What follows belongs to an exercise in optimizing a design on an open flow for small area, a short achievable clock period and few clock cycles per item; a production flow would make more cautious choices. Where RTL was checked, it was by simulation tests only, not by an equivalence proof against the original. Power is estimated from default activity; no workload was simulated.

## pepper
==> module chord_mixer, before the edit <==
module chord_mixer (
    input  wire        clk,
    input  wire        rst,
    input  wire        in_valid,
    output wire        in_ready,
    input  wire [1:0]  in_n,
    input  wire [31:0] in_s0,
    input  wire [31:0] in_s1,
    input  wire [31:0] in_s2,
    output wire        out_valid,
    input  wire        out_ready,
    output wire [31:0] out_data
);
    reg         v0, v1, v2, v3, v4, v5;
    reg  [1:0]  n0, n1, n2, n3, n4;
    reg  [30:0] x0, x1, x2;          
    reg  [13:0] o1;
    reg  [58:0] f1;                  
    reg  [30:0] y1;
    reg  [30:0] s01;                 
    reg  [13:0] o2;
    reg  [30:0] y2;
    reg  [58:0] f3;                  
    reg  [30:0] sum;                 
    reg  [30:0] pre;                 
    reg         rup;
    reg         ov, sv;              
    reg  [30:0] od, sd;
    reg         rdy;                 
    wire        adv = ~sv;           
    wire [7:0]  E0, E1, Ey, Eh, Eh1;
    wire [13:0] o1_n2, o2_up, o2_eq;
    mix_fadd_e u_e0 (.e(in_s0[30:23]), .E(E0));
    mix_fadd_e u_e1 (.e(in_s1[30:23]), .E(E1));
    mix_fadd_o u_o1 (.Ea(E0), .Eb(E1), .o(o1_n2));
    wire [13:0] o1_d = in_n[1] ? o1_n2 : {1'b1, 5'd31, E0};
    wire [58:0] f1_d;
    wire [30:0] s01_d;
    wire        up1;
    mix_fadd_a u_a1 (.a(x0), .b(x1), .o(o1), .f(f1_d));
    mix_fadd_b u_b1 (.f(f1), .y(s01_d), .up(up1));
    assign Eh  = f1[57:50];
    assign Eh1 = Eh + 8'd1;
    mix_fadd_e u_ey (.e(y1[30:23]), .E(Ey));
    mix_fadd_o u_o2 (.Ea(Eh1), .Eb(Ey), .o(o2_up));
    mix_fadd_o u_o3 (.Ea(Eh),  .Eb(Ey), .o(o2_eq));
    wire [13:0] o2_d = up1 ? o2_up : o2_eq;
    wire [58:0] f3_d;
    wire [30:0] sum_d;
    wire        up2;
    mix_fadd_a u_a2 (.a(s01), .b(y2), .o(o2), .f(f3_d));
    mix_fadd_b u_b2 (.f(f3), .y(sum_d), .up(up2));
    wire [30:0] pre_d;
    wire        rup_d;
    mix_fdiv    u_d  (.x(sum), .n(n4), .y(pre_d), .rup(rup_d));
    wire [30:0] res = pre + {30'd0, rup};
    wire        pop = ov & out_ready;
    wire        sv_d = adv ? (v5 & ov & ~pop) : (sv & ~pop);
    always @(posedge clk) begin
        if (adv) begin
            x0  <= in_s0[30:0];
            x1  <= in_n[1] ? in_s1[30:0] : 31'd0;
            x2  <= (in_n == 2'd3) ? in_s2[30:0] : 31'd0;
            o1  <= o1_d;
            n0  <= in_n;
            f1  <= f1_d;   y1 <= x2;  n1 <= n0;
            s01 <= s01_d;  o2 <= o2_d;  y2 <= y1;  n2 <= n1;
            f3  <= f3_d;              n3 <= n2;
            sum <= sum_d;             n4 <= n3;
            pre <= pre_d;  rup <= rup_d;
            if (v5 & ov & ~pop)
                sd <= res;
            if (v5 & (~ov | pop))
                od <= res;
        end else if (pop) begin
            od <= sd;
        end
        if (rst) begin
            {v0, v1, v2, v3, v4, v5} <= 6'd0;
            ov  <= 1'b0;
            sv  <= 1'b0;
            rdy <= 1'b1;
        end else begin
            if (adv) begin
                {v0, v1, v2, v3, v4, v5} <= {in_valid, v0, v1, v2, v3, v4};
                ov <= v5 | (ov & ~pop);
            end
            sv  <= sv_d;
            rdy <= ~sv_d;
        end
    end
    assign in_ready  = rdy;
    assign out_valid = ov;
    assign out_data  = {1'b0, od};
endmodule
export LEC_CHECK = 0
export ABC_AREA = 1
export CAP_MARGIN = 20
export CORE_MARGIN = 2
export CORE_UTILIZATION = 40
export SLEW_MARGIN = 20
create_clock -name core_clock -period 14.0 [get_ports {clk}]
standard.sh (not shown) runs the stock make flow with config.mk's settings and CLKGATE_MAP_FILE= SYNTH_SCRIPT=/design/flow/synth_recipe.tcl, a recipe that flattens the netlist after the stock synthesis.
==> flow/flow/run.sh <==
#!/bin/bash
# Own layout flow: the standard synthesis and layout, with the timing
# repair after placement, clock tree synthesis and global routing aiming for
# more setup slack than the flow settings allow. The clock period and all
# constraints stay those of constraint.sdc. Each step's output goes to a log
# of its own in the work folder (ORFS also keeps its per-step logs under orfs/).
set -euo pipefail
MARGIN=${MARGIN:-9.5}
bash standard.sh synth > synth.log 2>&1
bash standard.sh finish SETUP_SLACK_MARGIN=$MARGIN > layout.log 2>&1
--- input diff pepper..ember ---
--- a/flow/design.v
+++ b/flow/design.v
@@ -38,4 +38,34 @@
     wire [25:0] al = ds[4] ? {16'b0, l4[25:17], |l4[16:0]}       : l4;
     assign f = {inf_in, e_hi, m_hi, al};
+endmodule
+module mix_fadd_a3 (
+    input  wire [30:0] a,
+    input  wire [30:0] b,
+    input  wire [13:0] o,
+    output wire [60:0] g
+);
+    wire        a_hi = o[13];
+    wire [4:0]  ds   = o[12:8];
+    wire [7:0]  e_hi = o[7:0];
+    wire        inf_in = (&a[30:23]) | (&b[30:23]);
+    wire        na = |a[30:23];
+    wire        nb = |b[30:23];
+    wire [23:0] m_hi = a_hi ? {na, a[22:0]} : {nb, b[22:0]};
+    wire [23:0] m_lo = a_hi ? {nb, b[22:0]} : {na, a[22:0]};
+    wire [25:0] l0 = {m_lo, 2'b00};
+    wire [25:0] l3 = ds[2] ? {4'b0,  l0[25:5],  |l0[4:0]}        : l0;
+    wire [25:0] l4 = ds[3] ? {8'b0,  l3[25:9],  |l3[8:0]}        : l3;
+    wire [25:0] al = ds[4] ? {16'b0, l4[25:17], |l4[16:0]}       : l4;
+    assign g = {ds[1:0], inf_in, e_hi, m_hi, al};
+endmodule
+module mix_fadd_s (
+    input  wire [60:0] g,
+    output wire [58:0] f
+);
+    wire [1:0]  ds = g[60:59];
+    wire [25:0] l0 = g[25:0];
+    wire [25:0] l1 = ds[0] ? {1'b0,  l0[25:2],  l0[1]   | l0[0]} : l0;
+    wire [25:0] al = ds[1] ? {2'b0,  l1[25:3],  |l1[2:0]}        : l1;
+    assign f = {g[58:26], al};
 endmodule
 module mix_fadd_b (
@@ -204,6 +234,5 @@
     reg  [1:0]  n0, n1, n2, n3, n4;
     reg  [30:0] x0, x1, x2;          
-    reg  [13:0] o1;
-    reg  [58:0] f1;                  
+    reg  [60:0] f1;                  
     reg  [30:0] y1;
     reg  [30:0] s01;                 
@@ -219,14 +248,15 @@
     wire        adv = ~sv;           
     wire [7:0]  E0, E1, Ey, Eh, Eh1;
-    wire [13:0] o1_n2, o2_up, o2_eq;
-    mix_fadd_e u_e0 (.e(in_s0[30:23]), .E(E0));
-    mix_fadd_e u_e1 (.e(in_s1[30:23]), .E(E1));
-    mix_fadd_o u_o1 (.Ea(E0), .Eb(E1), .o(o1_n2));
-    wire [13:0] o1_d = in_n[1] ? o1_n2 : {1'b1, 5'd31, E0};
-    wire [58:0] f1_d;
+    wire [13:0] o1, o2_up, o2_eq;
+    wire [60:0] f1_d;
+    wire [58:0] f1s;
     wire [30:0] s01_d;
     wire        up1;
-    mix_fadd_a u_a1 (.a(x0), .b(x1), .o(o1), .f(f1_d));
-    mix_fadd_b u_b1 (.f(f1), .y(s01_d), .up(up1));
+    mix_fadd_e  u_e0 (.e(x0[30:23]), .E(E0));
+    mix_fadd_e  u_e1 (.e(x1[30:23]), .E(E1));
+    mix_fadd_o  u_o1 (.Ea(E0), .Eb(E1), .o(o1));
+    mix_fadd_a3 u_a1 (.a(x0), .b(x1), .o(o1), .g(f1_d));
+    mix_fadd_s  u_s1 (.g(f1), .f(f1s));
+    mix_fadd_b  u_b1 (.f(f1s), .y(s01_d), .up(up1));
     assign Eh  = f1[57:50];
     assign Eh1 = Eh + 8'd1;
@@ -251,5 +281,4 @@
             x1  <= in_n[1] ? in_s1[30:0] : 31'd0;
             x2  <= (in_n == 2'd3) ? in_s2[30:0] : 31'd0;
-            o1  <= o1_d;
             n0  <= in_n;
             f1  <= f1_d;   y1 <= x2;  n1 <= n0;
==> comparison <==
- Against pepper, ember comes in 6.0 points higher on worst max-slew margin expressed relative to the limit.
- The upper clock frequency limit of ember was superior to that of pepper.
- | synthesized area | higher: pepper |
- ember: no failed stages, no open violations at the end
- Proportion of power drawn by combinational gates up 5.5 points in ember wrt pepper
- | multiplexer area fraction after synthesis | ember vs pepper | ≈ equal |
- Looking at number of standard cells in the layout, taps in and fillers out, ember sits above pepper.
- Per the comparison of ember with pepper, sequential share of layout area lower, met3 layer wire length in the routed design +8.5%.
Testbench counts of ember, summed over its fixed seeds: cycles 16,056, items 16,000.
For pepper, only the layout was checked, not whether the RTL still works.

==> what the ideal ports hide <==
How much do the figures lean on ideal ports? The routed layouts below were timed once more, with nothing changed but the port constraints. Step 1 (the two cells are an assumption about what drives the block):
set clk [get_ports {clk}]
set_driving_cell -lib_cell sky130_fd_sc_hd__clkbuf_16 $clk
set_driving_cell -lib_cell sky130_fd_sc_hd__buf_2 [delete_from_list [all_inputs] $clk]
Step 2, shift: input delay + t, output delay - t, t = (earliest + latest rising clock arrival at the registers) / 2. This alone moves slack from input paths to output paths. Three values: ideal, step 1, step 2; two values: the first two.
run	t, ns	setup slack, ns	worst setup path at the end	worst data-port slew with drivers (ns)
pepper	0.647	8.950 / 8.979 / 8.332	input to register	0.08
ember	0.660	9.627 / 9.572 / 9.155	input to register	0.06
After both steps setup and hold are still met in every run listed. For pepper, which loses most, drivers alone change the setup slack by +0.029 ns; drivers and shift together by -0.618 ns.
